Background: an optimization exercise with open tools, aiming at small area, a short achievable clock period and few clock cycles per item. Do not read the settings as production practice.
The RTL was checked by simulation tests, not by an equivalence proof against the original design.

== green ==
Design yrc_pix2x2, start of the top module:
module yrc_pix2x2 (
    input  wire        clk,
    input  wire        rst,         
    input  wire        in_valid,
    output wire        in_ready,
    input  wire [31:0] in_y,        
    input  wire [7:0]  in_v,
    input  wire [7:0]  in_u,
    output reg         out_valid,
    input  wire        out_ready,
    output reg  [95:0] out_rgb,     
    output reg  [31:0] out_gray     
);
    wire adv = !out_valid || out_ready;
    reg  [1:0]  cnt;                
    reg         full;               
    reg  [47:0] f0, f1;             
    reg         s1_valid, s2_valid;
    reg  [97:0] s1;                 
    reg  [95:0] s2;                 
    assign in_ready = !full;
    wire push = in_valid && !full;
    wire pop  = adv && (cnt != 2'd0);
    wire [31:0] yl_in;
    genvar k;
    generate
        for (k = 0; k < 4; k = k + 1) begin : yin
  ...
Settings: LEC_CHECK=0, CAP_MARGIN=20, CORE_MARGIN=2, CORE_UTILIZATION=55, SLEW_MARGIN=20; clock period 22.0 ns.
standard.sh (not shown) runs the stock make flow with config.mk's settings and CLKGATE_MAP_FILE= SYNTH_SCRIPT=/design/flow/synth_recipe.tcl, a recipe that flattens the netlist after the stock synthesis.
==> flow/flow/run.sh <==
#!/bin/bash
# Standard layout with three changes:
#  - between synthesis and floorplan, flow/invpush.py removes inverters around
#    full-adder cells in the synthesized netlist (a full adder is self-dual),
#    keeping every register as synthesized;
#  - the port buffers that global placement inserts are buf_2 cells;
#  - timing repair aims at 16.5 ns of setup slack (the clock stays 22 ns), so
#    that it sizes the critical paths for a shorter achieved period.
set -euo pipefail
R=orfs/results/${FLOW_PLATFORM}/yrc_pix2x2/base
bash standard.sh synth > synth.log 2>&1
cp $R/1_2_yosys.v $R/1_2_yosys_std.v
python3 flow/invpush.py $R/1_2_yosys_std.v $R/1_2_yosys.v > invpush.log 2>&1
# rebuild the synthesis database from the edited netlist, then lay it out
rm -f $R/1_synth.odb $R/1_synth.sdc
bash standard.sh finish "BUFFER_PORTS_ARGS=-buffer_cell sky130_fd_sc_hd__buf_2" SETUP_SLACK_MARGIN=16.5 > layout.log 2>&1
Other scripts of this flow, unchanged in this note and not shown: flow/flow/invpush.py
Testbench counts of green, summed over its fixed seeds: cycles 8,016, items 8,000.
What blue does differently from green at the input level:
diff --git a/flow/flow/run.sh b/flow/flow/run.sh
--- a/flow/flow/run.sh
+++ b/flow/flow/run.sh
@@ -5,5 +5,5 @@
 #    keeping every register as synthesized;
 #  - the port buffers that global placement inserts are buf_2 cells;
-#  - timing repair aims at 16.5 ns of setup slack (the clock stays 22 ns), so
+#  - timing repair aims at 16 ns of setup slack (the clock stays 22 ns), so
 #    that it sizes the critical paths for a shorter achieved period.
 set -euo pipefail
@@ -14,3 +14,3 @@
 # rebuild the synthesis database from the edited netlist, then lay it out
 rm -f $R/1_synth.odb $R/1_synth.sdc
-bash standard.sh finish "BUFFER_PORTS_ARGS=-buffer_cell sky130_fd_sc_hd__buf_2" SETUP_SLACK_MARGIN=16.5 > layout.log 2>&1
+bash standard.sh finish "BUFFER_PORTS_ARGS=-buffer_cell sky130_fd_sc_hd__buf_2" SETUP_SLACK_MARGIN=16 > layout.log 2>&1
==> comparison <==
- The flow did not stop early for blue: all stages ran, and the layout cleared the timing, DRC and antenna checks.
- Per the comparison of blue with green, wire length shrank by 5.5 mm, final cell count shrank by 2.8%.
- Compared blue against green; share of final layout cell area taken by clock buffers and inverters within noise.
- Final worst-path setup slack deteriorates in blue relative to green.
- Per the comparison of blue with green, share of cell area taken by flip-flops and latches now larger, CTS clock-pin slew for the worst setup and hold paths comparable.

Another version of the RTL of yrc_pix2x2 (not shown whole).
Size: ~3600 cells after synthesis, ~180 I/O pins, roughly 43000 sq um of cells after synthesis.
## yrc_pix2x2
module yrc_pix2x2 (
    input  wire        clk,
    input  wire        rst,         
    input  wire        in_valid,
    output wire        in_ready,
    input  wire [31:0] in_y,        
    input  wire [7:0]  in_v,
    input  wire [7:0]  in_u,
    output reg         out_valid,
    input  wire        out_ready,
    output reg  [95:0] out_rgb,     
    output reg  [31:0] out_gray     
);
    wire adv = !out_valid || out_ready;
    reg  [1:0]  cnt;                
    reg         full;               
    reg  [47:0] f0, f1;             
    reg         s1_valid, s2_valid;
    reg  [97:0] s1;                 
    reg  [127:0] s2;                
    assign in_ready = !full;
    wire push = in_valid && !full;
    wire pop  = adv && (cnt != 2'd0);
    wire [31:0] yl_in;
    genvar k;
    generate
        for (k = 0; k < 4; k = k + 1) begin : yin
            assign yl_in[8*k +: 8] = (in_y[8*k+4 +: 4] == 4'd0) ? 8'd0
  ...
clock: 22.0 ns
lec_check: 0
cap_margin: 20
core_margin: 2
core_utilization: 65
slew_margin: 20
==> flow/flow/run.sh <==
#!/bin/bash
# Standard layout with three changes:
#  - between synthesis and floorplan, flow/invpush.py removes inverters around
#    full-adder cells in the synthesized netlist (a full adder is self-dual),
#    keeping every register as synthesized;
#  - the port buffers that global placement inserts are buf_2 cells;
#  - timing repair aims at 16 ns of setup slack (the clock stays 22 ns), so
#    that it sizes the critical paths for a shorter achieved period.
set -euo pipefail
R=orfs/results/${FLOW_PLATFORM}/yrc_pix2x2/base
bash standard.sh synth > synth.log 2>&1
cp $R/1_2_yosys.v $R/1_2_yosys_std.v
python3 flow/invpush.py $R/1_2_yosys_std.v $R/1_2_yosys.v > invpush.log 2>&1
# rebuild the synthesis database from the edited netlist, then lay it out
rm -f $R/1_synth.odb $R/1_synth.sdc
bash standard.sh finish "BUFFER_PORTS_ARGS=-buffer_cell sky130_fd_sc_hd__buf_2" SETUP_SLACK_MARGIN=16 > layout.log 2>&1
Other scripts of this flow, unchanged in this note and not shown: flow/flow/invpush.py
Testbench counts at the start, summed over its fixed seeds: cycles 8,016, items 8,000.
Change:
Settings changed: CORE_UTILIZATION 65 to 40.
Clock skew rises by 0.0048 ns.
Non-clock buffer count rises by 19.
Cell count is higher by 12%.
Count of clock-buffer cells in the layout went up by 3.
Worst hold slack is about the same.
Maximum frequency barely changes.
Worst setup slack loses 0.015 ns.
Change:
--- a/flow/flow/run.sh
+++ b/flow/flow/run.sh
@@ -7 +7 @@
-#  - timing repair aims at 16 ns of setup slack (the clock stays 22 ns), so
+#  - timing repair aims at 16.5 ns of setup slack (the clock stays 22 ns), so
@@ -16 +16 @@
-bash standard.sh finish "BUFFER_PORTS_ARGS=-buffer_cell sky130_fd_sc_hd__buf_2" SETUP_SLACK_MARGIN=16 > layout.log 2>&1
+bash standard.sh finish "BUFFER_PORTS_ARGS=-buffer_cell sky130_fd_sc_hd__buf_2" SETUP_SLACK_MARGIN=16.5 > layout.log 2>&1
Effect:
- The changed run ran to the end with no violations
- cell count climbs by 2.2%
- setup slack gains 0.15 ns
- routed wire length climbs by 4.1%
- via count climbs by 2.0%

[afterwards: timing with drivers on the ports]
No port has a modelled driver above. Below, the same layouts with a new extraction and two added sets of constraints. Step 1, drivers: a clkbuf_16 drives clk and a buf_2 each remaining input, both assumed. Step 2 moves the port delays by t, midway between the first and last clock arrival at a register: inputs arrive t later, outputs are due t later. That takes back most of the time a late clock gives input paths. Slacks: no drivers / after step 1 / after step 2; pairs: no drivers / after step 1.
run | t, ns | setup slack, ns | clock arrival spread, ns | slew at the worst register clock pin (ns)
green | 0.669 | 16.327 / 16.326 / 15.935 | 0.018 / 0.018 | 0.07 / 0.07
blue | 0.679 | 16.048 / 16.038 / 15.570 | 0.033 / 0.033 | 0.07 / 0.07
the first run of note 2 | 0.664 | 16.040 / 16.031 / 15.448 | 0.038 / 0.038 | 0.07 / 0.07
the second run of note 2 | 0.708 | 16.025 / 16.025 / 15.571 | 0.048 / 0.048 | 0.07 / 0.07
the third run of note 2 | 0.714 | 16.175 / 16.175 / 15.854 | 0.041 / 0.042 | 0.07 / 0.07
After both steps setup and hold are still met in every run listed. For the first run of note 2, which loses most, drivers alone change the setup slack by -0.009 ns; drivers and shift together by -0.592 ns.
